Context: an optimization exercise on an open-source flow, tuned for small area. The choices shown serve that exercise and are no tape-out recipe.
Where RTL was checked, it was by simulation tests only, not by an equivalence proof against the original.
No functional check of the RTL was part of runs 2 and 3.
In every run shown here, the design's own scripts or RTL, not TritonCTS, make the clock network.
No driver is modelled on the clock port, so clock power and skew are understated where the tree is cut down; a real chip needs a root buffer or a tree.
Power figures rest on the tool's default switching activity, not on a simulated workload.

### design/flow/config.mk
export PLATFORM = sky130hd
export DESIGN_NAME = caa
export DESIGN_NICKNAME = caa
export VERILOG_FILES = /design/flow/design.v
export SDC_FILE = /design/flow/constraint.sdc
export NUM_CORES = 4
export LEC_CHECK = 0
export CAP_MARGIN = 20
export CORE_MARGIN = 2
export CORE_UTILIZATION = 40
export SLEW_MARGIN = 20
export SYNTH_HIERARCHICAL = 1
### design/flow/constraint.sdc
create_clock -name core_clock -period 5.0 [get_ports {clk}]
set_input_delay 1.0000 -clock core_clock [delete_from_list [all_inputs] [get_ports {clk}]]
set_output_delay 1.0000 -clock core_clock [all_outputs]
set_load 0.01 [all_outputs]
### design/flow/design.v
module caa_decode (
    input  wire        rst,
    input  wire        cmd_valid,
    input  wire [23:0] cmd,
    input  wire [1:0]  st_q,       
    input  wire        halted,
    input  wire        in_rec,
    input  wire        in_idle,
    input  wire        rem0,       
    input  wire        rem1,       
    output wire        nrst,       
    output wire        fs,         
    output wire [2:0]  code,       
    output wire        do_start,
    output wire        do_begin,
    output wire        do_end,
    output wire        do_term,
    output wire        do_d1,      
    output wire        do_d2,      
    output wire        do_cs,      
    output wire        do_ld,      
    output wire        s_ahold,    
    output wire        s_chold,    
    output wire        s_ohold,    
    output wire        s_lhold,    
    output wire        s_nhold,    
    output wire [1:0]  st_d
);
    wire rz, len_bad, w_nop, w_start, w_begin, w_data, w_end, w_term, w_data2;
    caa_word u_word (
        .cmd(cmd), .rz(rz), .len_bad(len_bad), .w_nop(w_nop), .w_start(w_start),
        .w_begin(w_begin), .w_data(w_data), .w_end(w_end), .w_term(w_term),
        .w_data2(w_data2)
    );
    wire g_start, g_begin, g_d1, g_d2, g_end, g_term, g_any;
    caa_check u_check (
        .rz(rz), .len_bad(len_bad), .w_nop(w_nop), .w_start(w_start),
        .w_begin(w_begin), .w_data(w_data), .w_end(w_end), .w_term(w_term),
        .w_data2(w_data2), .in_rec(in_rec), .in_idle(in_idle), .rem0(rem0),
        .rem1(rem1), .g_start(g_start), .g_begin(g_begin), .g_d1(g_d1),
        .g_d2(g_d2), .g_end(g_end), .g_term(g_term), .g_any(g_any), .code(code)
    );
    caa_ctl u_ctl (
        .rst(rst), .cmd_valid(cmd_valid), .halted(halted), .st_q(st_q),
        .g_start(g_start), .g_begin(g_begin), .g_d1(g_d1), .g_d2(g_d2),
        .g_end(g_end), .g_term(g_term), .g_any(g_any), .nrst(nrst), .fs(fs),
        .do_start(do_start), .do_begin(do_begin), .do_end(do_end),
        .do_term(do_term), .do_d1(do_d1), .do_d2(do_d2), .do_cs(do_cs),
        .do_ld(do_ld), .s_ahold(s_ahold), .s_chold(s_chold), .s_ohold(s_ohold),
        .s_lhold(s_lhold), .s_nhold(s_nhold), .st_d(st_d)
    );
endmodule
module caa_word (
    input  wire [23:0] cmd,
    output wire        rz,
    output wire        len_bad,    
    output wire        w_nop,
    output wire        w_start,
    output wire        w_begin,
    output wire        w_data,
    output wire        w_end,
    output wire        w_term,
    output wire        w_data2
);
    wire [3:0] op = cmd[23:20];
    wire hz = (cmd[15:8] == 8'h00);
    wire lz = (cmd[7:0] == 8'h00);
    assign rz      = (cmd[19:16] == 4'h0);
    assign len_bad = (cmd[7:0] > 8'd24);
    assign w_nop   = (op == 4'h0) & hz & lz;
    assign w_start = (op == 4'h1);
    assign w_begin = (op == 4'h2) & hz;
    assign w_data  = (op == 4'h3) & hz;
    assign w_end   = (op == 4'h4) & hz & lz;
    assign w_term  = (op == 4'h5) & hz & lz;
    assign w_data2 = (op == 4'h6);
endmodule
module caa_check (
    input  wire       rz,
    input  wire       len_bad,
    input  wire       w_nop,
    input  wire       w_start,
    input  wire       w_begin,
    input  wire       w_data,
    input  wire       w_end,
    input  wire       w_term,
    input  wire       w_data2,
    input  wire       in_rec,
    input  wire       in_idle,
    input  wire       rem0,
    input  wire       rem1,
    output wire       g_start,
    output wire       g_begin,
    output wire       g_d1,
    output wire       g_d2,
    output wire       g_end,
    output wire       g_term,
    output wire       g_any,
    output wire [2:0] code
);
    assign g_start = rz & w_start & !in_rec;
    assign g_begin = rz & w_begin & in_idle & !len_bad;
    assign g_d1    = rz & w_data & in_rec & !rem0;
    assign g_d2    = rz & w_data2 & in_rec & !rem0 & !rem1;
    assign g_end   = rz & w_end & in_rec & rem0;
    assign g_term  = rz & w_term & in_idle;
    assign g_any   = (rz & w_nop) | g_start | g_begin | g_d1 | g_d2 | g_end | g_term;
    wire e_seq = (w_start & in_rec) | ((w_begin | w_term) & !in_idle) |
                 ((w_data | w_data2 | w_end) & !in_rec);
    wire e_len = w_begin & in_idle & len_bad;
    wire e_ovr = in_rec & ((w_data & rem0) | (w_data2 & (rem0 | rem1)));
    wire e_und = w_end & in_rec & !rem0;
    wire legal = rz & (w_nop | w_start | w_begin | w_data | w_end | w_term | w_data2);
    assign code[0] = !legal | (rz & (e_len | e_und));
    assign code[1] = rz & (e_seq | e_len);
    assign code[2] = rz & (e_ovr | e_und);
endmodule
module caa_ctl (
    input  wire       rst,
    input  wire       cmd_valid,
    input  wire       halted,
    input  wire [1:0] st_q,
    input  wire       g_start,
    input  wire       g_begin,
    input  wire       g_d1,
    input  wire       g_d2,
    input  wire       g_end,
    input  wire       g_term,
    input  wire       g_any,
    output wire       nrst,
    output wire       fs,
    output wire       do_start,
    output wire       do_begin,
    output wire       do_end,
    output wire       do_term,
    output wire       do_d1,
    output wire       do_d2,
    output wire       do_cs,
    output wire       do_ld,
    output wire       s_ahold,
    output wire       s_chold,
    output wire       s_ohold,
    output wire       s_lhold,
    output wire       s_nhold,
    output wire [1:0] st_d
);
    wire act = cmd_valid & !halted & !rst;
    assign nrst     = !rst;
    assign fs       = act & !g_any;
    assign do_start = act & g_start;
    assign do_begin = act & g_begin;
    assign do_end   = act & g_end;
    assign do_term  = act & g_term;
    assign do_d1    = act & g_d1;
    assign do_d2    = act & g_d2;
    assign do_cs    = act & (g_begin | g_d1 | g_d2 | g_term);
    assign do_ld    = act & (g_end | g_term);
    assign s_ahold = !rst & !(do_start | do_end);
    assign s_chold = !rst & !(do_start | do_cs);
    assign s_ohold = !rst & !do_ld;
    assign s_lhold = !rst & !(do_start | do_begin);
    assign s_nhold = !rst & !(do_start | do_begin | do_d1 | do_d2);
    wire ph_hold = !rst & !(do_start | do_begin | do_end | do_term);
    assign st_d[1] = do_ld | (st_q[1] & ph_hold);
    assign st_d[0] = do_begin | do_term | (st_q[0] & ph_hold);
endmodule
module caa_sel2 #(
    parameter W = 8
) (
    input  wire [W-1:0] a,
    input  wire         sa,
    input  wire [W-1:0] q,
    input  wire         sq,
    output wire [W-1:0] d
);
    assign d = (a & {W{sa}}) | (q & {W{sq}});
endmodule
module caa_sel3 #(
    parameter W = 8
) (
    input  wire [W-1:0] a,
    input  wire         sa,
    input  wire [W-1:0] b,
    input  wire         sb,
    input  wire [W-1:0] q,
    input  wire         sq,
    output wire [W-1:0] d
);
    assign d = (a & {W{sa}}) | (b & {W{sb}}) | (q & {W{sq}});
endmodule
module caa_sel3s (
    input  wire a,
    input  wire sa,
    input  wire b,
    input  wire sb,
    input  wire q,
    input  wire sq,
    input  wire nrst,
    output wire d
);
    assign d = (a & sa) | (b & sb) | (q & sq) | !nrst;
endmodule
module caa_add16 (
    input  wire [15:0] a,
    input  wire [4:0]  b,
    output wire [15:0] s
);
    wire [16:0] c;
    assign c[0] = 1'b0;
    genvar i;
    generate
        for (i = 0; i < 5; i = i + 1) begin : g_lo
            assign s[i]   = a[i] ^ b[i] ^ c[i];
            assign c[i+1] = (a[i] & b[i]) | (c[i] & (a[i] ^ b[i]));
        end
        for (i = 5; i < 16; i = i + 1) begin : g_hi
            assign s[i]   = a[i] ^ c[i];
            assign c[i+1] = a[i] & c[i];
        end
    endgenerate
endmodule
module caa_cntinc (
    input  wire [4:0] cnt,
    output wire [4:0] p1,
    output wire [4:0] p2
);
    assign p1 = cnt + 5'd1;
    assign p2 = cnt + 5'd2;
endmodule
module caa_csum_add (
    input  wire [7:0]  pa,
    input  wire [7:0]  pb,
    input  wire [7:0]  pc,
    input  wire [7:0]  hi,
    output wire [15:0] s
);
    wire [7:0] cs_s = pa ^ pb ^ pc;
    wire [7:0] cs_c = (pa & pb) | (pc & (pa ^ pb));
    wire [8:0] c;
    assign c[0] = 1'b0;
    assign s[0] = cs_s[0];
    assign c[1] = 1'b0;
    genvar i;
    generate
        for (i = 1; i < 8; i = i + 1) begin : g_lo
            assign s[i]   = cs_s[i] ^ cs_c[i-1] ^ c[i];
            assign c[i+1] = (cs_s[i] & cs_c[i-1]) | (c[i] & (cs_s[i] ^ cs_c[i-1]));
        end
    endgenerate
    wire [8:0] hc;
    wire [7:0] h1;
    assign hc[0] = cs_c[7];
    wire [7:0] ones;
    assign ones[0] = 1'b1;
    generate
        for (i = 0; i < 8; i = i + 1) begin : g_hi
            assign h1[i]   = hi[i] ^ hc[i];
            assign hc[i+1] = hi[i] & hc[i];
            if (i > 0) begin : g_ones
                assign ones[i] = ones[i-1] & h1[i-1];
            end
            assign s[8+i] = h1[i] ^ (ones[i] & c[8]);
        end
    endgenerate
endmodule
module caa_or3sel #(
    parameter W = 8
) (
    input  wire [W-1:0] c,
    input  wire [W-1:0] a,
    input  wire         sa,
    input  wire [W-1:0] b,
    input  wire         sb,
    output wire [W-1:0] d
);
    assign d = c | (a & {W{sa}}) | (b & {W{sb}});
endmodule
module caa_state (
    input  wire [1:0] st_q,
    input  wire [2:0] err_q,
    input  wire [4:0] cnt_q,
    input  wire [4:0] cnt_p1,
    input  wire [4:0] len_q,
    output wire       halted,
    output wire       in_rec,
    output wire       in_idle,
    output wire       rem0,
    output wire       rem1
);
    assign halted  = |err_q;
    assign in_rec  = !st_q[1] & st_q[0];
    assign in_idle = !st_q[0];
    assign rem0 = (cnt_q == len_q);
    assign rem1 = (cnt_p1 == len_q);
endmodule
module caa (
    input  wire        clk,
    input  wire        rst,
    input  wire        cmd_valid,
    input  wire [23:0] cmd,
    output wire [15:0] cursor_o,
    output wire [15:0] csum_o,
    output wire [15:0] total_o,
    output wire [7:0]  rec_len_o,
    output wire [15:0] rec_addr_o,
    output wire [15:0] rec_csum_o,
    output wire        rec_valid_o,
    output wire [23:0] status_o,
    output wire        err_o,
    output wire [23:0] fcmd_o
);
    reg [15:0] addr_q;
    reg [15:0] csum_q;
    reg [4:0]  len_q;
    reg [4:0]  cnt_q;
    reg [1:0]  st_q;        
    reg [15:0] total_q;
    reg [4:0]  out_len_q;
    reg [15:0] out_addr_q;
    reg [15:0] out_csum_q;
    reg [2:0]  err_q;
    reg [23:0] fcmd_q;
    wire [4:0] cnt_p1, cnt_p2;
    caa_cntinc u_cnt (.cnt(cnt_q), .p1(cnt_p1), .p2(cnt_p2));
    wire nrst, fs, do_start, do_begin, do_end, do_term, do_d1, do_d2, do_cs, do_ld;
    wire s_ahold, s_chold, s_ohold, s_lhold, s_nhold;
    wire [2:0] code;
    wire [1:0] st_d;
    wire halted, in_rec, in_idle, rem0, rem1;
    caa_state u_st (
        .st_q(st_q), .err_q(err_q), .cnt_q(cnt_q), .cnt_p1(cnt_p1), .len_q(len_q),
        .halted(halted), .in_rec(in_rec), .in_idle(in_idle), .rem0(rem0), .rem1(rem1)
    );
    caa_decode u_dec (
        .rst(rst), .cmd_valid(cmd_valid), .cmd(cmd), .st_q(st_q),
        .halted(halted), .in_rec(in_rec), .in_idle(in_idle), .rem0(rem0), .rem1(rem1),
        .nrst(nrst), .fs(fs), .code(code),
        .do_start(do_start), .do_begin(do_begin), .do_end(do_end),
        .do_term(do_term), .do_d1(do_d1), .do_d2(do_d2), .do_cs(do_cs),
        .do_ld(do_ld), .s_ahold(s_ahold), .s_chold(s_chold), .s_ohold(s_ohold),
        .s_lhold(s_lhold), .s_nhold(s_nhold), .st_d(st_d)
    );
    wire [15:0] addr_adv, total_adv;
    caa_add16 u_aadd (.a(addr_q),  .b(len_q), .s(addr_adv));
    caa_add16 u_tadd (.a(total_q), .b(len_q), .s(total_adv));
    wire [1:0] phase = {st_q[1] & st_q[0], in_rec};
    wire sel_t  = !in_rec & cmd[20];
    wire sel_a  = !in_rec & !cmd[20];
    wire [7:0] pa, pb;
    caa_sel3 #(8) u_pa (.a(csum_q[7:0]), .sa(in_rec), .b(total_q[7:0]), .sb(sel_t),
                        .q(addr_q[7:0]), .sq(sel_a), .d(pa));
    caa_or3sel #(8) u_pb (.c(cmd[15:8]), .a(total_q[15:8]), .sa(sel_t),
                          .b(addr_q[15:8]), .sb(sel_a), .d(pb));
    wire [15:0] sum;
    caa_csum_add u_sum (.pa(pa), .pb(pb), .pc(cmd[7:0]), .hi(csum_q[15:8] & {8{in_rec}}),
                        .s(sum));
    wire [15:0] addr_d, total_d, csum_d, out_addr_d, out_csum_d;
    wire [4:0]  len_d, cnt_d, out_len_d;
    wire [2:0]  err_d;
    wire [23:0] fcmd_d;
    caa_sel3 #(9) u_addr_lo (.a(cmd[8:0]), .sa(do_start), .b(addr_adv[8:0]), .sb(do_end),
                             .q(addr_q[8:0]), .sq(s_ahold), .d(addr_d[8:0]));
    caa_sel3s     u_addr_9  (.a(cmd[9]), .sa(do_start), .b(addr_adv[9]), .sb(do_end),
                             .q(addr_q[9]), .sq(s_ahold), .nrst(nrst), .d(addr_d[9]));
    caa_sel3 #(6) u_addr_hi (.a(cmd[15:10]), .sa(do_start), .b(addr_adv[15:10]), .sb(do_end),
                             .q(addr_q[15:10]), .sq(s_ahold), .d(addr_d[15:10]));
    caa_sel2 #(16) u_total (.a(total_adv), .sa(do_end), .q(total_q), .sq(s_ahold), .d(total_d));
    caa_sel2 #(16) u_csum  (.a(sum), .sa(do_cs), .q(csum_q), .sq(s_chold), .d(csum_d));
    caa_sel2 #(16) u_ocsum (.a(sum), .sa(do_ld), .q(out_csum_q), .sq(s_ohold), .d(out_csum_d));
    caa_sel3 #(16) u_oaddr (.a(addr_q), .sa(do_end), .b(total_q), .sb(do_term),
                            .q(out_addr_q), .sq(s_ohold), .d(out_addr_d));
    caa_sel2 #(5)  u_olen  (.a(len_q), .sa(do_end), .q(out_len_q), .sq(s_ohold), .d(out_len_d));
    caa_sel2 #(5)  u_len   (.a(cmd[4:0]), .sa(do_begin), .q(len_q), .sq(s_lhold), .d(len_d));
    caa_sel3 #(5)  u_cntd  (.a(cnt_p1), .sa(do_d1), .b(cnt_p2), .sb(do_d2),
                            .q(cnt_q), .sq(s_nhold), .d(cnt_d));
    caa_sel2 #(3)  u_err   (.a(code), .sa(fs), .q(err_q), .sq(nrst), .d(err_d));
    caa_sel2 #(24) u_fcmd  (.a(cmd), .sa(fs), .q(fcmd_q), .sq(nrst), .d(fcmd_d));
    always @(posedge clk) begin
        addr_q      <= addr_d;
        total_q     <= total_d;
        csum_q      <= csum_d;
        len_q       <= len_d;
        cnt_q       <= cnt_d;
        st_q        <= st_d;
        out_len_q   <= out_len_d;
        out_addr_q  <= out_addr_d;
        out_csum_q  <= out_csum_d;
        err_q       <= err_d;
        fcmd_q      <= fcmd_d;
    end
    assign cursor_o    = addr_q;
    assign csum_o      = csum_q;
    assign total_o     = total_q;
    assign rec_len_o   = {3'b000, out_len_q};
    assign rec_addr_o  = out_addr_q;
    assign rec_csum_o  = out_csum_q;
    assign rec_valid_o = st_q[1];
    assign err_o       = halted;
    assign fcmd_o      = fcmd_q;
    assign status_o    = {3'b000, len_q, 3'b000, cnt_q, 1'b1, err_q, halted,
                          st_q[1], phase};
endmodule
### design/flow/flow/run.sh
#!/bin/bash
# The standard ORFS layout (standard.sh) with two changes: small port
# buffers (buf_1) and, in place of TritonCTS, the two-level clock tree of
# flow/cts_pre.tcl. ORFS writes each tool's log under orfs/logs; make's own
# output goes to standard.log.
set -e
bash standard.sh BUFFER_PORTS_ARGS="-buffer_cell sky130_fd_sc_hd__buf_1" \
  PRE_CTS_TCL="$PWD/flow/cts_pre.tcl" CTS_CLK_NET=clk CTS_K=4 \
  CTS_LEAF_BUF=sky130_fd_sc_hd__clkbuf_16 CTS_ROOT_BUF="sky130_fd_sc_hd__clkbuf_8" \
  REMOVE_ABC_BUFFERS=1 finish > standard.log 2>&1
### design/flow/flow/cts_pre.tcl
# Replaces TritonCTS with a two-level clock tree: the flip-flops are split by
# position into CTS_K groups (recursive median cuts), each driven by one
# CTS_LEAF_BUF placed at its group's centroid; the leaf buffers are driven by
# the clock port, or by one CTS_ROOT_BUF when CTS_ROOT_BUF is set.
proc my_split { items k } {
  # items: list of {iterm x y}; split into k groups by alternating median cuts
  if { $k <= 1 || [llength $items] <= 1 } { return [list $items] }
  set xs [lmap it $items {lindex $it 1}]
  set ys [lmap it $items {lindex $it 2}]
  set w [expr {[tcl::mathfunc::max {*}$xs] - [tcl::mathfunc::min {*}$xs]}]
  set h [expr {[tcl::mathfunc::max {*}$ys] - [tcl::mathfunc::min {*}$ys]}]
  set idx [expr {$w >= $h ? 1 : 2}]
  set sorted [lsort -integer -index $idx $items]
  set k1 [expr {$k / 2}]
  set k2 [expr {$k - $k1}]
  set n1 [expr {int(round([llength $sorted] * double($k1) / $k))}]
  set a [lrange $sorted 0 [expr {$n1 - 1}]]
  set b [lrange $sorted $n1 end]
  return [concat [my_split $a $k1] [my_split $b $k2]]
}

proc clock_tree_synthesis { args } {
  set db [ord::get_db]
  set block [ord::get_db_block]
  set clk_net [$block findNet $::env(CTS_CLK_NET)]
  set k $::env(CTS_K)
  set leaf_master [$db findMaster $::env(CTS_LEAF_BUF)]
  set items {}
  foreach it [$clk_net getITerms] {
    set inst [$it getInst]
    set bb [$inst getBBox]
    set x [expr {([$bb xMin] + [$bb xMax]) / 2}]
    set y [expr {([$bb yMin] + [$bb yMax]) / 2}]
    lappend items [list $it $x $y]
  }
  puts "my_cts: [llength $items] sinks, $k groups of $::env(CTS_LEAF_BUF)"
  set drv_net $clk_net
  if { [info exists ::env(CTS_ROOT_BUF)] && $::env(CTS_ROOT_BUF) ne "" } {
    set root [odb::dbInst_create $block [$db findMaster $::env(CTS_ROOT_BUF)] clkbuf_root]
    set root_net [odb::dbNet_create $block clknet_root]
    $root_net setSigType CLOCK
    [$root findITerm A] connect $clk_net
    [$root findITerm X] connect $root_net
    set drv_net $root_net
    set rx 0; set ry 0
  }
  set groups [my_split $items $k]
  set i 0
  set cxs {}; set cys {}
  foreach g $groups {
    set buf [odb::dbInst_create $block $leaf_master clkbuf_leaf_$i]
    set net [odb::dbNet_create $block clknet_leaf_$i]
    $net setSigType CLOCK
    set sx 0; set sy 0
    foreach it $g {
      set iterm [lindex $it 0]
      $iterm disconnect
      $iterm connect $net
      incr sx [lindex $it 1]; incr sy [lindex $it 2]
    }
    set cx [expr {$sx / [llength $g]}]
    set cy [expr {$sy / [llength $g]}]
    lappend cxs $cx; lappend cys $cy
    [$buf findITerm A] connect $drv_net
    [$buf findITerm X] connect $net
    $buf setLocation $cx $cy
    $buf setPlacementStatus PLACED
    puts "my_cts: leaf $i drives [llength $g] sinks at ($cx, $cy)"
    incr i
  }
  if { $drv_net ne $clk_net } {
    set n [llength $cxs]
    set rx [expr {int([tcl::mathop::+ {*}$cxs] / $n)}]
    set ry [expr {int([tcl::mathop::+ {*}$cys] / $n)}]
    $root setLocation $rx $ry
    $root setPlacementStatus PLACED
  }
  set_propagated_clock [all_clocks]
}
### design/flow/standard.sh
#!/bin/bash
# synth_recipe.tcl (not shown) runs the flow's synth.tcl, then flattens the netlist and writes it again
# the make line also repeats each setting of config.mk as NAME=value (left out here)
make -C /OpenROAD-flow-scripts/flow DESIGN_CONFIG=/design/flow/config.mk WORK_HOME=/design/flow/orfs CLKGATE_MAP_FILE= SYNTH_SCRIPT=/design/flow/synth_recipe.tcl "${@:-finish}"
==> flow_results.xml, run 1 <==
<?xml version="1.0" encoding="UTF-8"?>
<metrics>
  <group name="drt">
    <metric name="drt_first_pass_iters" unit="">10</metric>
    <metric name="route.detailed.drc" unit="">0</metric>
    <metric name="via_count" unit="">5032</metric>
    <metric name="drt-vias-per-instance" unit="">5.63</metric>
    <metric name="wl_per_cell" unit="um">19.2</metric>
    <metric name="detail-route-antenna-nets" unit="">0</metric>
    <metric name="detailedRoute.firstIterationViolations" unit="">481</metric>
    <metric name="drt_wl_total" unit="um">17100</metric>
  </group>
  <group name="yosys">
    <metric name="synthDistinctLibCells" unit="">49</metric>
    <metric name="synth_warnings" unit="">7</metric>
    <metric name="post_synth_instance_area" unit="sq um">6110</metric>
    <metric name="syn_avg_cell_area" unit="sq um">11.2</metric>
    <metric name="synth.ff_latch_count" unit="">124</metric>
    <metric name="ys_seq_area_share" unit="%">40.7</metric>
    <metric name="synthCells" unit="">545</metric>
  </group>
  <group name="worst_hold_path">
    <metric name="hold-path-endpoint" unit="">out_addr_q[15]</metric>
    <metric name="source_of_the_worst_hold_timing_path" unit="">out_addr_q[15]</metric>
    <metric name="hold-path-cell-count" unit="">2</metric>
    <metric name="hold_class" unit="">reg2reg</metric>
  </group>
  <group name="setup_path">
    <metric name="critPathArrivalTime" unit="ns">5.15</metric>
    <metric name="worstSetupEndpointType" unit="">flop</metric>
    <metric name="regToRegStartpoint" unit="">st_q[0]</metric>
    <metric name="cp_cell_instances" unit="">buf_4 -&gt; nor2b_4 -&gt; buf_4 -&gt; a221o_1 -&gt; fa_1 -&gt; fa_2 -&gt; fa_2 -&gt; fa_2 -&gt; fa_2 -&gt; fa_2 -&gt; inv_2 -&gt; fa_2 -&gt; and4b_2 -&gt; xor2_1 -&gt; a22o_1</metric>
    <metric name="critPathSlowestCell" unit="">sky130_fd_sc_hd__fa_1</metric>
    <metric name="reg_to_reg_slack_setup" unit="ns">0.27</metric>
    <metric name="setup.worst_path.class" unit="">in2reg</metric>
    <metric name="cp_max_fo" unit="">10</metric>
    <metric name="r2r_cells" unit="">16</metric>
    <metric name="crit_required" unit="ns">5.29</metric>
    <metric name="critical_path.reg2reg.endpoint" unit="">out_csum_q[11]</metric>
    <metric name="path_common_cell" unit="">sky130_fd_sc_hd__fa_2</metric>
    <metric name="critical_path.startpoint_type" unit="">input port</metric>
    <metric name="critPathMaxStageDelay" unit="ns">0.53</metric>
  </group>
  <group name="power">
    <metric name="intPower" unit="mW">1.24</metric>
    <metric name="irDropWorstVdd" unit="uV">169</metric>
    <metric name="power_switching_share" unit="%">25.4</metric>
    <metric name="cellLeakagePower" unit="nW">3.29</metric>
    <metric name="power_density_over_cell_area" unit="nW/um^2">237</metric>
    <metric name="netSwitchingPower" unit="mW">0.423</metric>
    <metric name="share_seq_of_total_power" unit="%">61.2</metric>
    <metric name="design_power_total" unit="mW">1.66</metric>
    <metric name="share_clk_of_total_power" unit="%">28.1</metric>
    <metric name="p_comb_share" unit="%">10.7</metric>
  </group>
  <group name="global_routing">
    <metric name="wire_length_of_the_first_global_routing_pass" unit="um">26900</metric>
    <metric name="grt_start_max_net_pins" unit="">32</metric>
    <metric name="grt_pass1_vias" unit="">4833</metric>
    <metric name="groute.usage.overall" unit="%">20.3</metric>
    <metric name="grt_antenna_before_repair" unit="">0</metric>
    <metric name="grt.overflow.total" unit="">0</metric>
  </group>
  <group name="layout">
    <metric name="final_nets" unit="">790</metric>
    <metric name="fin_util" unit="%">46.6</metric>
    <metric name="syn_to_final_growth" unit="%">14.8</metric>
    <metric name="antenna-diode-count" unit="">0</metric>
    <metric name="post-route-cell-area" unit="sq um">7010</metric>
    <metric name="number_of_filler_instances_in_the_final_layout" unit="">1456</metric>
    <metric name="drive_above_1_share" unit="%">13.6</metric>
  </group>
  <group name="die">
    <metric name="row_count" unit="">45</metric>
    <metric name="io-pin-count" unit="">165</metric>
    <metric name="start_util" unit="%">40.6</metric>
    <metric name="die_area" unit="sq um">16300</metric>
    <metric name="core_region_area" unit="sq um">15000</metric>
    <metric name="die_h" unit="um">128</metric>
    <metric name="die_x" unit="um">128</metric>
  </group>
  <group name="timing">
    <metric name="max_fclk" unit="GHz">0.206</metric>
    <metric name="final-max-slew-violation-count" unit="">0</metric>
    <metric name="finClkSkew" unit="ns">0.0143</metric>
    <metric name="finalSetupViolations" unit="">0</metric>
    <metric name="tns" unit="ns">0</metric>
    <metric name="finalHoldViolCount" unit="">0</metric>
    <metric name="slew-limit-headroom" unit="%">31.2</metric>
    <metric name="layout_min_cycle_time" unit="ns">4.86</metric>
    <metric name="max_slew.worst_pin.slew" unit="ns">1.03</metric>
    <metric name="timing.hold.ws" unit="ns">0.478</metric>
    <metric name="layout_worst_path_cycle_share" unit="%">97.3</metric>
  </group>
  <group name="placement">
    <metric name="finalWeightedCongestion" unit="">0.860</metric>
    <metric name="hpwl" unit="um">12800</metric>
    <metric name="placed_cell_area" unit="sq um">6830</metric>
    <metric name="port-buffer-count" unit="">154</metric>
  </group>
  <group name="cts">
    <metric name="cts.reportedPaths.clkPinSlew" unit="ns">0.12</metric>
    <metric name="clock_insertion_delay_at_the_later_pin_of_the_skew_report" unit="ns">0.39</metric>
    <metric name="cts_hold_repair.buffers" unit="">0</metric>
    <metric name="post-cts-setup-buffer-count" unit="">0</metric>
  </group>
  <group name="outcome">
    <metric name="status" unit="">complete, no violations</metric>
  </group>
  <group name="job">
    <metric name="max_cap_violations" unit="">0</metric>
  </group>
</metrics>
## critical path, delay by kind of cell
kind	cells	cell delay (ns)
simple gates	2	0.43
buf+inv	3	0.36
xor+xnor	1	0.17
compound gates	2	0.61
fa+ha+maj	7	2.57
## sequential cells by signal, summed over array words and instances, names as in the netlist
name / cells
out_addr_q: 16
addr_q: 16
total_q: 16
csum_q: 16
out_len_q: 5
out_csum_q: 16
cnt_q: 5
len_q: 5
err_q: 3
fcmd_q: 24
st_q: 2
## metal layers
layer | part of all wire [%] | GRT usage, %
met1 | 46 | 29.1
met2 | 46 | 34.1
met3 | 6.1 | 1.72
met4 | 1.8 | 3.62
met5 | 0 | 0
## kinds of logic after synthesis
| logic type | share of synthesized area (%) |
|---|---|
| other | 0.123 |
| XOR/XNOR | 3.59 |
| adder cells (fa/ha/maj) | 14.0 |
| flip-flops | 40.7 |
| buffers and inverters | 10.0 |
| AO/OA/AOI/OAI | 23.0 |
| AND/OR/NAND/NOR | 8.67 |
## layout make-up
cell class / count / area [sq um] / share of cell area, %
Tap cell: 188 / 235 / 3.35
Sequential cell: 124 / 2480 / 35.4
Timing Repair Buffer: 189 / 848 / 12.1
Buffer: 5 / 114 / 1.62
Multi-Input combinational cell: 329 / 3110 / 44.4
Inverter: 59 / 221 / 3.16
## worst max-delay path by stage
stage,startpoint,endpoint,depth (start not counted)
6_report,cmd[20],out_csum_q[11],15
4_1_cts,cmd[20],csum_q[15],17
3_3_place_gp,cmd[20],out_csum_q[15],17
2_1_floorplan,st_q[0],out_csum_q[15],18
5_1_grt,cmd[20],out_csum_q[13],17
3_5_place_dp,cmd[20],csum_q[15],17
## power by group through the flow
stage          Clock, mW  Sequential [mW]  Combinational (mW)
4_1_cts            0.489             1.02               0.177
5_1_grt            0.512             1.02               0.195
2_1_floorplan          0             1.05              0.0804
6_report           0.467             1.02               0.178
3_3_place_gp           0             1.04               0.169
3_5_place_dp           0             1.04               0.173
## through the flow
step | setup WS (ns) | instances
finish | 0.135 | 894
global route | -0.00325 | 894
CTS | 0.0133 | 894
detailed placement | -0.890 | 889
global placement | -0.820 | 889
floorplan | -0.977 | 512
## layout by cell type, fill, tap and decap left out, types with 3 or more instances in the layout
master,Yosys,final
sky130_fd_sc_hd__buf_4,14,35
sky130_fd_sc_hd__and2_1,13,13
sky130_fd_sc_hd__fa_2,0,6
sky130_fd_sc_hd__a221o_1,8,8
sky130_fd_sc_hd__nor2_1,13,10
sky130_fd_sc_hd__nand3_1,11,10
sky130_fd_sc_hd__nor3_1,5,5
sky130_fd_sc_hd__nand2_1,10,9
sky130_fd_sc_hd__dfxtp_1,124,124
sky130_fd_sc_hd__inv_1,59,58
sky130_fd_sc_hd__xor2_1,11,11
sky130_fd_sc_hd__fa_1,22,16
sky130_fd_sc_hd__and2_2,3,3
sky130_fd_sc_hd__conb_1,2,10
sky130_fd_sc_hd__nor4_2,2,3
sky130_fd_sc_hd__a22o_1,63,63
sky130_fd_sc_hd__clkbuf_16,0,4
sky130_fd_sc_hd__xnor2_1,14,12
sky130_fd_sc_hd__a222oi_1,44,44
sky130_fd_sc_hd__buf_1,0,153
sky130_fd_sc_hd__nor4_1,6,5
sky130_fd_sc_hd__ha_1,33,32
sky130_fd_sc_hd__a22o_2,22,22
## Yosys stat by module, one instance, submodules excluded, a selection
| module | flops+latches | copies in the design |
|---|---|---|
| caa_check | 0 | 1 |
| caa_state | 0 | 1 |
| caa_csum_add | 0 | 1 |
| caa_word | 0 | 1 |
| caa_ctl | 0 | 1 |
| caa_cntinc | 0 | 1 |
| caa_sel3s | 0 | 1 |
| caa | 124 | 1 |
| caa_add16 | 0 | 2 |
## what timing repair did
action                     CTS  global route
gates resized for setup     11            10
pin swaps                    4            16
setup endpoints to repair   18            16
## cell usage after synthesis, drive strengths merged
library cell | count | share of area, %
nand2b | 2 | 0.20
a22oi | 2 | 0.25
xnor2 | 14 | 2.0
or4 | 1 | 0.12
nor3 | 7 | 0.74
a21o | 1 | 0.12
o21ai | 3 | 0.25
nand3 | 12 | 1.1
o21a | 2 | 0.37
nor4b | 1 | 0.14
or2 | 2 | 0.20
nand2 | 10 | 0.61
inv | 59 | 3.6
ha | 33 | 6.8
dfxtp | 124 | 41
and3 | 2 | 0.20
and4 | 1 | 0.16
a22o | 85 | 13
and4b | 3 | 0.49
conb | 2 | 0.12
clkbuf | 2 | 0.16
nor4 | 8 | 1.0
or3 | 2 | 0.20
fa | 22 | 7.2
nand4 | 1 | 0.10
nor3b | 1 | 0.31
and2 | 16 | 1.7
nor2b | 3 | 0.31
and3b | 1 | 0.14
o2bb2ai | 1 | 0.14
a211oi | 2 | 0.25
nor2 | 13 | 0.80
a221o | 8 | 1.3
nand3b | 1 | 0.12
buf | 39 | 6.2
a222oi | 44 | 7.2
xor2 | 11 | 1.6
a21oi | 4 | 0.45
==> run 2, diff against run 1 <==
--- a/design/flow/design.v
+++ b/design/flow/design.v
@@ -248,4 +248,9 @@
         end
     endgenerate
+    wire [7:4] gp = cs_s[7:4] ^ cs_c[6:3];
+    wire [7:4] gg = cs_s[7:4] & cs_c[6:3];
+    wire g47 = gg[7] | (gp[7] & gg[6]) | (gp[7] & gp[6] & gg[5]) |
+               (gp[7] & gp[6] & gp[5] & gg[4]);
+    wire c8 = g47 | (&gp & c[4]);
     wire [8:0] hc;
     wire [7:0] h1;
@@ -260,5 +265,5 @@
                 assign ones[i] = ones[i-1] & h1[i-1];
             end
-            assign s[8+i] = h1[i] ^ (ones[i] & c[8]);
+            assign s[8+i] = h1[i] ^ (ones[i] & c8);
         end
     endgenerate
--- a/design/flow/flow/run.sh
+++ b/design/flow/flow/run.sh
@@ -8,3 +8,3 @@
   PRE_CTS_TCL="$PWD/flow/cts_pre.tcl" CTS_CLK_NET=clk CTS_K=4 \
   CTS_LEAF_BUF=sky130_fd_sc_hd__clkbuf_16 CTS_ROOT_BUF="sky130_fd_sc_hd__clkbuf_8" \
-  REMOVE_ABC_BUFFERS=1 finish > standard.log 2>&1
+  finish > standard.log 2>&1
==> run 2 against run 1 <==
Net effect: wire length is essentially flat; cell area decreased by 1.5%; sequential power barely moved; critical path type is now reg2reg; critical endpoint is now addr_q[15]; largest cell class unchanged.
==> flow_results.xml, run 2 <==
<?xml version="1.0" encoding="UTF-8"?>
<metrics>
  <group name="outcome">
    <metric name="status" unit="">complete, no violations</metric>
  </group>
  <group name="yosys">
    <metric name="post_synth_xor_area_fraction" unit="%">3.68</metric>
    <metric name="syn_avg_cell_area" unit="sq um">11.2</metric>
    <metric name="asyncSetResetFlopFracSynth" unit="%">0</metric>
    <metric name="synthMuxAreaShare" unit="%">0</metric>
    <metric name="synthSimpleGateAreaFrac" unit="%">8.48</metric>
    <metric name="synthDistinctLibCells" unit="">53</metric>
    <metric name="netlist.area_leader.share" unit="%">40.1</metric>
    <metric name="synth_common_cells" unit="">sky130_fd_sc_hd__dfxtp_1 (124), sky130_fd_sc_hd__a22o_1 (63), sky130_fd_sc_hd__inv_1 (55)</metric>
    <metric name="largest_family_of_logic_cells_by_synthesized_area" unit="">compound AO/OA/AOI/OAI gates</metric>
    <metric name="synth_warnings" unit="">7</metric>
    <metric name="synthCells" unit="">551</metric>
    <metric name="number_of_synthesized_flops_with_an_enable_pin" unit="">0</metric>
    <metric name="synth_top_cells_by_area" unit="">sky130_fd_sc_hd__dfxtp_1 (40%), sky130_fd_sc_hd__a22o_1 (8.9%), sky130_fd_sc_hd__ha_1 (7.5%)</metric>
    <metric name="post-synth-top-area-cell" unit="">sky130_fd_sc_hd__dfxtp_1</metric>
    <metric name="yosys.cell_count.top_type" unit="">sky130_fd_sc_hd__dfxtp_1</metric>
    <metric name="post_synth_instance_area" unit="sq um">6180</metric>
    <metric name="area_fraction_in_compound_gates_after_synthesis" unit="%">23.8</metric>
    <metric name="synth-adder-area-share" unit="%">14.3</metric>
    <metric name="synth_flop_cell" unit="">sky130_fd_sc_hd__dfxtp_1</metric>
    <metric name="ys_seq_area_share" unit="%">40.1</metric>
    <metric name="synth.ff_latch_count" unit="">124</metric>
  </group>
  <group name="placement">
    <metric name="hpwl" unit="um">12900</metric>
    <metric name="finalWeightedCongestion" unit="">0.899</metric>
    <metric name="detailedPlace.worstSlack" unit="ns">-0.130</metric>
    <metric name="placed_cell_area" unit="sq um">6790</metric>
    <metric name="port-buffer-count" unit="">154</metric>
  </group>
  <group name="die">
    <metric name="io-pin-count" unit="">165</metric>
    <metric name="row_count" unit="">45</metric>
    <metric name="die_area" unit="sq um">16500</metric>
    <metric name="die_x" unit="um">128</metric>
    <metric name="core_region_area" unit="sq um">15100</metric>
    <metric name="start_util" unit="%">40.8</metric>
    <metric name="die_h" unit="um">128</metric>
  </group>
  <group name="timing">
    <metric name="max_slew.worst_pin.slew" unit="ns">1.01</metric>
    <metric name="tns" unit="ns">0</metric>
    <metric name="fin_ws" unit="ns">0.276</metric>
    <metric name="layout_min_cycle_time" unit="ns">4.72</metric>
    <metric name="final-max-slew-violation-count" unit="">0</metric>
    <metric name="finClkSkew" unit="ns">0.00982</metric>
    <metric name="layout_worst_path_cycle_share" unit="%">94.5</metric>
    <metric name="finalHoldViolCount" unit="">0</metric>
    <metric name="max_fclk" unit="GHz">0.212</metric>
    <metric name="unrepaired_setup_endpoints_after_global_routing" unit="">false</metric>
    <metric name="slew-limit-headroom" unit="%">32.9</metric>
    <metric name="finalSetupViolations" unit="">0</metric>
    <metric name="timing.hold.ws" unit="ns">0.481</metric>
  </group>
  <group name="cts">
    <metric name="cts_hold_repair.buffers" unit="">0</metric>
    <metric name="clock_insertion_delay_at_the_later_pin_of_the_skew_report" unit="ns">0.39</metric>
    <metric name="cts.reportedPaths.clkPinSlew" unit="ns">0.12</metric>
    <metric name="cts-resized-gates" unit="">0</metric>
    <metric name="post-cts-setup-buffer-count" unit="">0</metric>
  </group>
  <group name="job">
    <metric name="max_cap_violations" unit="">0</metric>
  </group>
  <group name="layout">
    <metric name="final_nets" unit="">782</metric>
    <metric name="syn_to_final_growth" unit="%">11.7</metric>
    <metric name="most-common-layout-cells" unit="">sky130_fd_sc_hd__buf_1 (154), sky130_fd_sc_hd__dfxtp_1 (124), sky130_fd_sc_hd__a22o_1 (63)</metric>
    <metric name="largest_reg_flops" unit="">24</metric>
    <metric name="fin_util" unit="%">45.6</metric>
    <metric name="largest_register" unit="">fcmd_q</metric>
    <metric name="final_common_cell" unit="">sky130_fd_sc_hd__buf_1</metric>
    <metric name="drive_above_1_share" unit="%">9.64</metric>
    <metric name="post-route-cell-area" unit="sq um">6910</metric>
    <metric name="antenna-diode-count" unit="">0</metric>
  </group>
  <group name="global_routing">
    <metric name="grt_start_max_net_pins" unit="">54</metric>
    <metric name="grt.overflow.total" unit="">0</metric>
    <metric name="grt_antenna_before_repair" unit="">0</metric>
    <metric name="grt_pass1_vias" unit="">4778</metric>
    <metric name="groute.usage.overall" unit="%">19.7</metric>
    <metric name="wire_length_of_the_first_global_routing_pass" unit="um">26300</metric>
  </group>
  <group name="power">
    <metric name="power_density_over_cell_area" unit="nW/um^2">240</metric>
    <metric name="irDropWorstVdd" unit="uV">176</metric>
    <metric name="cellLeakagePower" unit="nW">3.18</metric>
  </group>
  <group name="setup_path">
    <metric name="cp_max_fo" unit="">7</metric>
    <metric name="worstSetupEndpointType" unit="">flop</metric>
    <metric name="critical_path.startpoint_type" unit="">flop</metric>
    <metric name="setup.worst_path.class" unit="">reg2reg</metric>
    <metric name="critPathArrivalTime" unit="ns">5.01</metric>
    <metric name="crit_required" unit="ns">5.28</metric>
  </group>
  <group name="drt">
    <metric name="detailedRoute.firstIterationViolations" unit="">466</metric>
    <metric name="detail-route-antenna-nets" unit="">0</metric>
    <metric name="route.detailed.drc" unit="">0</metric>
    <metric name="via_count" unit="">5128</metric>
    <metric name="drt_first_pass_iters" unit="">6</metric>
    <metric name="drt-vias-per-instance" unit="">5.81</metric>
    <metric name="wl_per_cell" unit="um">19.4</metric>
    <metric name="drt_wl_total" unit="um">17100</metric>
  </group>
  <group name="worst_hold_path">
    <metric name="hold_class" unit="">reg2reg</metric>
  </group>
</metrics>
run 2: cell count changes after synthesis, moves of 2 or more:
cell and delta:
sky130_fd_sc_hd__a21oi_1 +2, sky130_fd_sc_hd__and4_1 +2, sky130_fd_sc_hd__ha_1 +4, sky130_fd_sc_hd__inv_1 -4, sky130_fd_sc_hd__nand2_1 -2, sky130_fd_sc_hd__o2111ai_1 +2, sky130_fd_sc_hd__o211ai_1 +2, sky130_fd_sc_hd__o21ai_1 +2
run 2: power breakdown:
group          internal, mW  switching [mW]
registers              1.01          0.0112
logic                0.0646           0.112
clock network         0.165           0.299
total                  1.24           0.422
run 2: worst paths after layout:
check                       from        endpoint  slack, ns  cells after the start
hold reg to reg   out_csum_q[11]  out_csum_q[11]       0.48                      1
setup reg to reg        len_q[0]      addr_q[15]       0.28                     18
setup / recovery        len_q[0]      addr_q[15]       0.28                     18
hold / removal    out_csum_q[11]  out_csum_q[11]       0.48                      1
run 2: cell families after synthesis:
logic type	count (synthesis)
compound gates	161
xor+xnor	26
fa+ha+maj	58
buf+inv	95
flops	124
other cells	2
simple gates	85
run 2: area by class of cell:
type | instances | area, sq um
fill | 1458 | 8240
inverter | 55 | 206
tap | 188 | 235
multi-input combinational | 340 | 3160
sequential | 124 | 2480
timing repair buffer | 171 | 706
buffer | 5 | 114
run 2: critical path, cell delays in order, from the launching register on:
cell and delay [ns]:
sky130_fd_sc_hd__dfxtp_1 0.43, sky130_fd_sc_hd__ha_1 0.24, sky130_fd_sc_hd__fa_1 0.38, sky130_fd_sc_hd__fa_1 0.39, sky130_fd_sc_hd__fa_1 0.39, sky130_fd_sc_hd__fa_1 0.40, sky130_fd_sc_hd__ha_1 0.19, sky130_fd_sc_hd__ha_1 0.18
sky130_fd_sc_hd__ha_1 0.18, sky130_fd_sc_hd__ha_1 0.19, sky130_fd_sc_hd__ha_1 0.18, sky130_fd_sc_hd__ha_1 0.19, sky130_fd_sc_hd__ha_1 0.18, sky130_fd_sc_hd__ha_1 0.18, sky130_fd_sc_hd__ha_1 0.18, sky130_fd_sc_hd__ha_1 0.18
sky130_fd_sc_hd__xor2_1 0.16, sky130_fd_sc_hd__a222oi_1 0.30, sky130_fd_sc_hd__inv_1 0.08
run 2: through the flow:
step,total power [mW],cells
after detailed placement,1.22,878
final,1.66,883
after global placement,1.21,878
after global routing,1.72,883
after floorplan,1.16,559
after CTS,1.67,883
run 2: layer usage:
metal | GRT usage [%] | up-vias | part of all wire (%)
met5 | 0 | - | 0
met1 | 28.9 | 2539 | 45
met3 | 2.04 | 22 | 7.4
met2 | 32.2 | 218 | 46
li1 | - | 2349 | -
met4 | 2.84 | 0 | 1.6
run 2: per-module statistics from Yosys (local to each module, per instance), excerpt:
module	copies in the design	cells inside
caa	1	150
caa_add16	2	16
caa_word	1	23
caa_state	1	17
caa_csum_add	1	55
caa_ctl	1	26
caa_check	1	25
caa_sel3s	1	3
caa_cntinc	1	13
==> run 3, diff against run 2 <==
--- a/design/flow/flow/run.sh
+++ b/design/flow/flow/run.sh
@@ -8,3 +8,3 @@
   PRE_CTS_TCL="$PWD/flow/cts_pre.tcl" CTS_CLK_NET=clk CTS_K=4 \
   CTS_LEAF_BUF=sky130_fd_sc_hd__clkbuf_16 CTS_ROOT_BUF="sky130_fd_sc_hd__clkbuf_8" \
-  finish > standard.log 2>&1
+  POST_GLOBAL_ROUTE_TCL="$PWD/flow/grt_post.tcl" finish > standard.log 2>&1
==> design/flow/flow/grt_post.tcl (new file) <==
# Area recovery after global routing: downsize gates that are off the
# critical paths (OpenROAD's power recovery), then repair any slew or
# capacitance limit the downsizing broke, and fix timing again.
log_cmd global_route -start_incremental
log_cmd repair_timing -recover_power 100 -verbose
repair_design_helper
log_cmd detailed_placement
log_cmd global_route -end_incremental
log_cmd estimate_parasitics -global_routing
repair_timing_helper
log_cmd global_route -start_incremental
log_cmd detailed_placement
log_cmd global_route -end_incremental
log_cmd estimate_parasitics -global_routing
==> run 3 against run 2 <==
Net effect: still clean; cell count rose by 0.11%; worst setup slack got worse by 0.0027 ns; cell area is 0.45% lower; total power shrank 0.20%; register-to-register slack about the same; critical path depth unchanged; combinational power hardly changed; clock skew grew 0.0021 ns; sequential power is essentially flat.
==> flow_results.xml, run 3 <==
<?xml version="1.0" encoding="UTF-8"?>
<metrics>
  <group name="outcome">
    <metric name="status" unit="">complete, no violations</metric>
  </group>
  <group name="job">
    <metric name="max_cap_violations" unit="">0</metric>
  </group>
  <group name="cts">
    <metric name="cts-resized-gates" unit="">0</metric>
    <metric name="clock_insertion_delay_at_the_later_pin_of_the_skew_report" unit="ns">0.39</metric>
    <metric name="cts.reportedPaths.clkPinSlew" unit="ns">0.12</metric>
    <metric name="cts_hold_repair.buffers" unit="">0</metric>
    <metric name="post-cts-setup-buffer-count" unit="">0</metric>
  </group>
  <group name="placement">
    <metric name="placed_cell_area" unit="sq um">6790</metric>
    <metric name="detailedPlace.worstSlack" unit="ns">-0.130</metric>
    <metric name="finalWeightedCongestion" unit="">0.899</metric>
    <metric name="hpwl" unit="um">12900</metric>
    <metric name="port-buffer-count" unit="">154</metric>
  </group>
  <group name="global_routing">
    <metric name="wire_length_of_the_first_global_routing_pass" unit="um">26300</metric>
    <metric name="grt_pass1_vias" unit="">4778</metric>
    <metric name="grt_start_max_net_pins" unit="">54</metric>
    <metric name="grt_antenna_before_repair" unit="">0</metric>
    <metric name="groute.usage.overall" unit="%">19.7</metric>
    <metric name="grt.overflow.total" unit="">0</metric>
  </group>
  <group name="setup_path">
    <metric name="count_of_buffering_cells_on_the_critical_path_with_inverters_included" unit="">1</metric>
    <metric name="source_of_the_critical_timing_path" unit="">len_q[0]</metric>
    <metric name="critical_path_depth" unit="">18</metric>
    <metric name="r2r_cells" unit="">18</metric>
    <metric name="cp_max_fo" unit="">7</metric>
    <metric name="critical_path.startpoint_type" unit="">flop</metric>
    <metric name="critPathSlowestCell" unit="">sky130_fd_sc_hd__dfxtp_1</metric>
    <metric name="critical_path.reg2reg.endpoint" unit="">addr_q[15]</metric>
    <metric name="regToRegStartpoint" unit="">len_q[0]</metric>
    <metric name="critPathArrivalTime" unit="ns">5.01</metric>
    <metric name="critPathMaxStageDelay" unit="ns">0.44</metric>
    <metric name="crit_required" unit="ns">5.28</metric>
    <metric name="worstSetupEndpointType" unit="">flop</metric>
    <metric name="crit_family" unit="">adder cells</metric>
    <metric name="cp-endpoint" unit="">addr_q[15]</metric>
    <metric name="setup.worst_path.class" unit="">reg2reg</metric>
    <metric name="path_common_cell" unit="">sky130_fd_sc_hd__ha_1</metric>
    <metric name="reg_to_reg_slack_setup" unit="ns">0.27</metric>
    <metric name="cp_cell_instances" unit="">ha_1 -&gt; fa_1 -&gt; fa_1 -&gt; fa_1 -&gt; fa_1 -&gt; ha_1 -&gt; ha_1 -&gt; ha_1 -&gt; ha_1 -&gt; ha_1 -&gt; ha_1 -&gt; ha_1 -&gt; ha_1 -&gt; ha_1 -&gt; ha_1 -&gt; xor2_1 -&gt; a222oi_1 -&gt; inv_1</metric>
  </group>
  <group name="timing">
    <metric name="final-max-slew-violation-count" unit="">0</metric>
    <metric name="finClkSkew" unit="ns">0.0120</metric>
    <metric name="fin_ws" unit="ns">0.273</metric>
    <metric name="layout_worst_path_cycle_share" unit="%">94.5</metric>
    <metric name="max_slew.worst_pin.slew" unit="ns">1.09</metric>
    <metric name="finalHoldViolCount" unit="">0</metric>
    <metric name="max_fclk" unit="GHz">0.212</metric>
    <metric name="finalSetupViolations" unit="">0</metric>
    <metric name="slew-limit-headroom" unit="%">27.6</metric>
    <metric name="layout_min_cycle_time" unit="ns">4.73</metric>
  </group>
  <group name="die">
    <metric name="io-pin-count" unit="">165</metric>
    <metric name="die_area" unit="sq um">16500</metric>
    <metric name="die_x" unit="um">128</metric>
    <metric name="start_util" unit="%">40.8</metric>
    <metric name="core_region_area" unit="sq um">15100</metric>
    <metric name="row_count" unit="">45</metric>
    <metric name="die_h" unit="um">128</metric>
  </group>
  <group name="drt">
    <metric name="route.detailed.drc" unit="">0</metric>
    <metric name="drt_wl_total" unit="um">17200</metric>
    <metric name="wl_per_cell" unit="um">19.4</metric>
    <metric name="via_count" unit="">5102</metric>
    <metric name="drt_first_pass_iters" unit="">8</metric>
    <metric name="detailedRoute.firstIterationViolations" unit="">562</metric>
    <metric name="drt-vias-per-instance" unit="">5.77</metric>
    <metric name="detail-route-antenna-nets" unit="">0</metric>
  </group>
  <group name="yosys">
    <metric name="post_synth_instance_area" unit="sq um">6180</metric>
    <metric name="post_synth_xor_area_fraction" unit="%">3.68</metric>
    <metric name="synth_common_cells" unit="">sky130_fd_sc_hd__dfxtp_1 (124), sky130_fd_sc_hd__a22o_1 (63), sky130_fd_sc_hd__inv_1 (55)</metric>
    <metric name="synth_top_cells_by_area" unit="">sky130_fd_sc_hd__dfxtp_1 (40%), sky130_fd_sc_hd__a22o_1 (8.9%), sky130_fd_sc_hd__ha_1 (7.5%)</metric>
    <metric name="yosys.cell_count.top_type" unit="">sky130_fd_sc_hd__dfxtp_1</metric>
    <metric name="synthSimpleGateAreaFrac" unit="%">8.48</metric>
    <metric name="asyncSetResetFlopFracSynth" unit="%">0</metric>
    <metric name="synth_flop_cell" unit="">sky130_fd_sc_hd__dfxtp_1</metric>
    <metric name="synthDistinctLibCells" unit="">53</metric>
    <metric name="synthCells" unit="">551</metric>
    <metric name="synth-adder-area-share" unit="%">14.3</metric>
    <metric name="largest_family_of_logic_cells_by_synthesized_area" unit="">compound AO/OA/AOI/OAI gates</metric>
    <metric name="syn_avg_cell_area" unit="sq um">11.2</metric>
    <metric name="synth.ff_latch_count" unit="">124</metric>
    <metric name="netlist.area_leader.share" unit="%">40.1</metric>
    <metric name="ys_seq_area_share" unit="%">40.1</metric>
    <metric name="synth_warnings" unit="">7</metric>
    <metric name="post-synth-top-area-cell" unit="">sky130_fd_sc_hd__dfxtp_1</metric>
    <metric name="synthMuxAreaShare" unit="%">0</metric>
    <metric name="number_of_synthesized_flops_with_an_enable_pin" unit="">0</metric>
    <metric name="area_fraction_in_compound_gates_after_synthesis" unit="%">23.8</metric>
  </group>
  <group name="layout">
    <metric name="most-common-layout-cells" unit="">sky130_fd_sc_hd__buf_1 (154), sky130_fd_sc_hd__dfxtp_1 (124), sky130_fd_sc_hd__a22o_1 (63)</metric>
    <metric name="fin_util" unit="%">45.4</metric>
    <metric name="post-route-cell-area" unit="sq um">6880</metric>
    <metric name="antenna-diode-count" unit="">0</metric>
    <metric name="largest_reg_flops" unit="">24</metric>
    <metric name="syn_to_final_growth" unit="%">11.2</metric>
    <metric name="final_common_cell" unit="">sky130_fd_sc_hd__buf_1</metric>
    <metric name="largest_register" unit="">fcmd_q</metric>
    <metric name="drive_above_1_share" unit="%">8.05</metric>
    <metric name="final_nets" unit="">783</metric>
  </group>
  <group name="worst_hold_path">
    <metric name="hold-path-cell-count" unit="">1</metric>
    <metric name="hold_class" unit="">reg2reg</metric>
  </group>
  <group name="power">
    <metric name="irDropWorstVdd" unit="uV">178</metric>
    <metric name="power_density_over_cell_area" unit="nW/um^2">241</metric>
    <metric name="cellLeakagePower" unit="nW">3.17</metric>
  </group>
</metrics>
-- run 3: cell counts after synthesis --
Identical to the previous run, type by type.
-- run 3: report_power, final --
part / internal (mW) / leakage [nW] / total (mW) / switching, mW
Sequential: 1.01 / 1.00 / 1.02 / 0.0112
Combinational: 0.0621 / 2.11 / 0.173 / 0.111
Clock: 0.165 / 0.0565 / 0.465 / 0.299
Total: 1.23 / 3.17 / 1.65 / 0.421
-- run 3: layout make-up --
cell class,instances,area (sq um)
Tap cell,188,235
Sequential cell,124,2480
Timing Repair Buffer,172,704
Fill cell,1463,8270
Buffer,5,114
Multi-Input combinational cell,340,3130
Inverter,55,206
-- run 3: metrics by stage --
| stage | setup TNS [ns] | std cells | power [mW] | hold WS, ns |
|---|---|---|---|---|
| after floorplan | 0 | 559 | 1.16 | 0.446 |
| after global placement | -0.0952 | 878 | 1.21 | 0.445 |
| after CTS | 0 | 883 | 1.67 | 0.484 |
| final | 0 | 884 | 1.65 | 0.482 |
| after detailed placement | -0.319 | 878 | 1.22 | 0.450 |
-- run 3: how the worst min path moves through the flow --
| stage | from | slack [ns] | to |
|---|---|---|---|
| 2_1_floorplan | st_q[0] | 0.45 | st_q[0] |
| 6_report | out_csum_q[11] | 0.48 | out_csum_q[11] |
| 3_5_place_dp | out_addr_q[6] | 0.45 | out_addr_q[6] |
| 3_3_place_gp | out_addr_q[2] | 0.44 | out_addr_q[2] |
| 4_1_cts | out_addr_q[6] | 0.48 | out_addr_q[6] |
-- run 3: logic make-up after synthesis --
logic type,count (synthesis)
AO/OA/AOI/OAI,161
other,2
flip-flops,124
AND/OR/NAND/NOR,85
adder cells (fa/ha/maj),58
XOR/XNOR,26
buffers and inverters,95
-- run 3: routing by layer --
layer | share of wire, % | vias to the layer above | GRT usage [%]
met3 | 7.5 | 16 | 2.04
met5 | 0 | - | 0
met4 | 1.3 | 0 | 2.84
li1 | - | 2362 | -
met1 | 46 | 2491 | 28.9
met2 | 45 | 233 | 32.2
-- run 3: modules after synthesis, one instance, submodules excluded, excerpt --
module	cell area [sq um]	copies in the design	flip-flops and latches	cells
caa_ctl	179	1	0	26
caa_sel3s	16.3	1	0	3
caa	2650	1	124	150
caa_check	161	1	0	25
caa_csum_add	628	1	0	55
caa_add16	226	2	0	16
==> run 4, diff against run 3 <==
--- a/design/flow/design.v
+++ b/design/flow/design.v
@@ -248,9 +248,4 @@
         end
     endgenerate
-    wire [7:4] gp = cs_s[7:4] ^ cs_c[6:3];
-    wire [7:4] gg = cs_s[7:4] & cs_c[6:3];
-    wire g47 = gg[7] | (gp[7] & gg[6]) | (gp[7] & gp[6] & gg[5]) |
-               (gp[7] & gp[6] & gp[5] & gg[4]);
-    wire c8 = g47 | (&gp & c[4]);
     wire [8:0] hc;
     wire [7:0] h1;
@@ -265,5 +260,5 @@
                 assign ones[i] = ones[i-1] & h1[i-1];
             end
-            assign s[8+i] = h1[i] ^ (ones[i] & c8);
+            assign s[8+i] = h1[i] ^ (ones[i] & c[8]);
         end
     endgenerate
==> run 4 against run 3 <==
Net effect: still clean; wire length decreased by 1.7%; die area decreased by 1.2%; cell count decreased by 0.45%; combinational power decreased by 6%; critical endpoint is now csum_q[15]; largest power group unchanged; highest routed layer unchanged.
==> flow_results.xml, run 4 <==
<?xml version="1.0" encoding="UTF-8"?>
<metrics>
  <group name="setup_path">
    <metric name="crit_required" unit="ns">5.30</metric>
    <metric name="worstSetupEndpointType" unit="">flop</metric>
    <metric name="cp_max_fo" unit="">6</metric>
    <metric name="critPathArrivalTime" unit="ns">5.12</metric>
    <metric name="path_common_cell" unit="">sky130_fd_sc_hd__fa_2</metric>
    <metric name="critical_path.reg2reg.endpoint" unit="">csum_q[15]</metric>
    <metric name="setup.worst_path.class" unit="">in2reg</metric>
    <metric name="critPathMaxStageDelay" unit="ns">0.43</metric>
    <metric name="critPathSlowestCell" unit="">sky130_fd_sc_hd__fa_1</metric>
    <metric name="r2r_cells" unit="">17</metric>
    <metric name="reg_to_reg_slack_setup" unit="ns">0.30</metric>
    <metric name="critical_path.startpoint_type" unit="">input port</metric>
    <metric name="regToRegStartpoint" unit="">st_q[0]</metric>
    <metric name="cp_cell_instances" unit="">buf_1 -&gt; nor2_1 -&gt; a221o_1 -&gt; fa_1 -&gt; ha_2 -&gt; fa_2 -&gt; fa_2 -&gt; fa_2 -&gt; fa_2 -&gt; fa_2 -&gt; inv_1 -&gt; fa_1 -&gt; and4b_1 -&gt; nand3_1 -&gt; xnor2_1 -&gt; a22o_2</metric>
  </group>
  <group name="timing">
    <metric name="finalSetupViolations" unit="">0</metric>
    <metric name="layout_min_cycle_time" unit="ns">4.82</metric>
    <metric name="slew-limit-headroom" unit="%">35.0</metric>
    <metric name="layout_worst_path_cycle_share" unit="%">96.4</metric>
    <metric name="final-max-slew-violation-count" unit="">0</metric>
    <metric name="max_slew.worst_pin.slew" unit="ns">0.973</metric>
    <metric name="finClkSkew" unit="ns">0.0118</metric>
    <metric name="fin_ws" unit="ns">0.179</metric>
    <metric name="max_fclk" unit="GHz">0.207</metric>
    <metric name="finalHoldViolCount" unit="">0</metric>
  </group>
  <group name="yosys">
    <metric name="synthDistinctLibCells" unit="">49</metric>
    <metric name="asyncSetResetFlopFracSynth" unit="%">0</metric>
    <metric name="synth_flop_cell" unit="">sky130_fd_sc_hd__dfxtp_1</metric>
    <metric name="synth_top_cells_by_area" unit="">sky130_fd_sc_hd__dfxtp_1 (41%), sky130_fd_sc_hd__a22o_1 (9.0%), sky130_fd_sc_hd__a222oi_1 (7.2%)</metric>
    <metric name="synth.ff_latch_count" unit="">124</metric>
    <metric name="syn_avg_cell_area" unit="sq um">11.2</metric>
    <metric name="synthCells" unit="">545</metric>
    <metric name="netlist.area_leader.share" unit="%">40.7</metric>
    <metric name="number_of_synthesized_flops_with_an_enable_pin" unit="">0</metric>
    <metric name="post_synth_instance_area" unit="sq um">6110</metric>
    <metric name="synth_warnings" unit="">7</metric>
    <metric name="post-synth-top-area-cell" unit="">sky130_fd_sc_hd__dfxtp_1</metric>
    <metric name="yosys.cell_count.top_type" unit="">sky130_fd_sc_hd__dfxtp_1</metric>
    <metric name="synth_common_cells" unit="">sky130_fd_sc_hd__dfxtp_1 (124), sky130_fd_sc_hd__a22o_1 (63), sky130_fd_sc_hd__inv_1 (59)</metric>
    <metric name="ys_seq_area_share" unit="%">40.7</metric>
  </group>
  <group name="layout">
    <metric name="most-common-layout-cells" unit="">sky130_fd_sc_hd__buf_1 (154), sky130_fd_sc_hd__dfxtp_1 (124), sky130_fd_sc_hd__a22o_1 (63)</metric>
    <metric name="number_of_filler_instances_in_the_final_layout" unit="">1459</metric>
    <metric name="drive_above_1_share" unit="%">8.53</metric>
    <metric name="largest_register" unit="">fcmd_q</metric>
    <metric name="final_common_cell" unit="">sky130_fd_sc_hd__buf_1</metric>
    <metric name="final_nets" unit="">776</metric>
    <metric name="seq_area" unit="sq um">2480</metric>
    <metric name="post-route-cell-area" unit="sq um">6800</metric>
    <metric name="antenna-diode-count" unit="">0</metric>
    <metric name="largest_reg_flops" unit="">24</metric>
    <metric name="multi_input_area" unit="sq um">3040</metric>
    <metric name="syn_to_final_growth" unit="%">11.4</metric>
  </group>
  <group name="drt">
    <metric name="drt_first_pass_iters" unit="">9</metric>
    <metric name="detailedRoute.firstIterationViolations" unit="">512</metric>
    <metric name="detail-route-antenna-nets" unit="">0</metric>
    <metric name="drt_wl_total" unit="um">16900</metric>
    <metric name="wl_per_cell" unit="um">19.2</metric>
    <metric name="route.detailed.drc" unit="">0</metric>
    <metric name="drt-vias-per-instance" unit="">5.71</metric>
    <metric name="via_count" unit="">5027</metric>
  </group>
  <group name="outcome">
    <metric name="status" unit="">complete, no violations</metric>
  </group>
  <group name="placement">
    <metric name="placed_cell_area" unit="sq um">6740</metric>
    <metric name="detailedPlace.worstSlack" unit="ns">-0.367</metric>
    <metric name="finalWeightedCongestion" unit="">0.889</metric>
    <metric name="port-buffer-count" unit="">154</metric>
    <metric name="hpwl" unit="um">12600</metric>
  </group>
  <group name="die">
    <metric name="die_x" unit="um">128</metric>
    <metric name="row_count" unit="">45</metric>
    <metric name="die_h" unit="um">128</metric>
    <metric name="start_util" unit="%">40.6</metric>
    <metric name="core_region_area" unit="sq um">15000</metric>
    <metric name="die_area" unit="sq um">16300</metric>
    <metric name="io-pin-count" unit="">165</metric>
  </group>
  <group name="cts">
    <metric name="cts-resized-gates" unit="">0</metric>
    <metric name="cts.reportedPaths.clkPinSlew" unit="ns">0.12</metric>
    <metric name="cts_hold_repair.buffers" unit="">0</metric>
    <metric name="clock_insertion_delay_at_the_later_pin_of_the_skew_report" unit="ns">0.40</metric>
    <metric name="post-cts-setup-buffer-count" unit="">0</metric>
  </group>
  <group name="global_routing">
    <metric name="grt_pass1_vias" unit="">4638</metric>
    <metric name="wire_length_of_the_first_global_routing_pass" unit="um">25800</metric>
    <metric name="grt_start_max_net_pins" unit="">38</metric>
    <metric name="grt_antenna_before_repair" unit="">0</metric>
    <metric name="grt.overflow.total" unit="">0</metric>
    <metric name="groute.usage.overall" unit="%">19.5</metric>
  </group>
  <group name="power">
    <metric name="irDropWorstVdd" unit="uV">165</metric>
    <metric name="power_density_over_cell_area" unit="nW/um^2">243</metric>
    <metric name="design_power_total" unit="mW">1.65</metric>
    <metric name="cellLeakagePower" unit="nW">3.16</metric>
  </group>
  <group name="job">
    <metric name="max_cap_violations" unit="">0</metric>
  </group>
  <group name="worst_hold_path">
    <metric name="source_of_the_worst_hold_timing_path" unit="">out_len_q[0]</metric>
    <metric name="hold-path-cell-count" unit="">1</metric>
    <metric name="hold-path-endpoint" unit="">out_len_q[0]</metric>
    <metric name="hold_class" unit="">reg2reg</metric>
  </group>
</metrics>
run 4: cell types whose count changed after synthesis, moves of 2 or more:
cell and delta:
sky130_fd_sc_hd__ha_1 -4, sky130_fd_sc_hd__inv_1 +4, sky130_fd_sc_hd__a21oi_1 -2, sky130_fd_sc_hd__and4_1 -2
sky130_fd_sc_hd__nand2_1 +2, sky130_fd_sc_hd__o2111ai_1 -2, sky130_fd_sc_hd__o211ai_1 -2, sky130_fd_sc_hd__o21ai_1 -2
run 4: worst max-delay path by stage:
stage,cells after the start,to,from
after floorplan,18,csum_q[15],cmd[20]
after global placement,16,out_csum_q[13],cmd[20]
after detailed placement,16,csum_q[13],cmd[20]
after CTS,17,csum_q[13],st_q[0]
final,16,csum_q[15],cmd[20]
run 4: metal layers:
layer | GRT usage, % | routed length [um]
met1 | 28.2 | 7540
met2 | 32.1 | 7920
met3 | 1.97 | 1130
met4 | 3.17 | 303
met5 | 0 | 0
run 4: cell type report:
| type | count | area share (%) |
|---|---|---|
| Multi-Input combinational cell | 329 | 44.7 |
| Sequential cell | 124 | 36.5 |
| Timing Repair Buffer | 175 | 10.4 |
| Tap cell | 188 | 3.46 |
| Inverter | 59 | 3.25 |
| Buffer | 5 | 1.67 |
run 4: where the power goes:
group	internal, mW	switching (mW)	total (mW)
Combinational	0.0594	0.104	0.163
Clock	0.165	0.305	0.470
Sequential	1.01	0.0112	1.02
run 4: logic make-up (layout without fill, tap and decap cells):
kind of cell	after synthesis	count (layout)	share of synthesized area [%]
buffers and inverters	100	239	10.0
adder cells (fa/ha/maj)	55	55	14.0
AO/OA/AOI/OAI	152	152	23.0
other	2	10	0.123
AND/OR/NAND/NOR	87	87	8.67
XOR/XNOR	25	25	3.59
flip-flops	124	124	40.7
run 4: per-module statistics from Yosys, one instance, submodules excluded, a selection:
module | cells inside | copies in the design | cell area (sq um) | flops+latches
caa | 150 | 1 | 2650 | 124
caa_state | 17 | 1 | 131 | 0
caa_check | 25 | 1 | 161 | 0
caa_ctl | 26 | 1 | 179 | 0
caa_sel3s | 3 | 1 | 16.3 | 0
caa_add16 | 16 | 2 | 226 | 0
caa_cntinc | 13 | 1 | 97.6 | 0
caa_csum_add | 49 | 1 | 549 | 0
caa_word | 23 | 1 | 128 | 0
run 4: stage by stage:
step	std cells	util [%]	hold slack, ns	setup TNS (ns)
after floorplan	553	-	0.446	-0.0206
after global placement	873	44.9	0.446	-2.18
after detailed placement	873	44.9	0.452	-4.49
after CTS	878	45.6	0.487	0
final	880	45.3	0.485	0
run 4: worst max-delay path: cells and delay by family:
kind / cells / cell delay [ns]
and+or+nand+nor: 3 / 0.79
adders and majority gates: 8 / 2.52
buffers and inverters: 2 / 0.19
AOI/OAI and AO/OA: 2 / 0.53
xor gates and xnor gates: 1 / 0.09

-- port drivers added, routing unchanged --
The flow's constraints put no driver on any port. The routed layouts listed below were extracted and timed again, unchanged, in two steps.
Step 1 assumes that a clkbuf_16 drives the clock port and a buf_2 every other input.
Step 2 moves the port delays by t, midway between the first and last clock arrival at a register: inputs arrive t later, outputs are due t later. That takes back most of the time a late clock gives input paths.
Three values: no drivers, after step 1, after step 2; two values: the first two.
| run | t, ns | slack for setup (ns) | worst hold slack (ns) | slew at the worst register clock pin (ns) |
|---|---|---|---|---|
| run 1 | 0.424 | 0.135 / 0.148 / -0.276 | 0.478 / 0.478 / 0.478 | 0.12 / 0.12 |
| run 2 | 0.425 | 0.276 / 0.276 / -0.072 | 0.481 / 0.481 / 0.481 | 0.12 / 0.12 |
| run 3 | 0.427 | 0.273 / 0.273 / -0.088 | 0.482 / 0.482 / 0.482 | 0.12 / 0.12 |
| run 4 | 0.435 | 0.179 / 0.195 / -0.240 | 0.485 / 0.485 / 0.485 | 0.12 / 0.12 |
With both steps, setup timing fails in every run listed, where it was met with ideal ports. The setup slack of run 4, which loses most, moves by +0.016 ns with the drivers and by -0.419 ns with both steps.
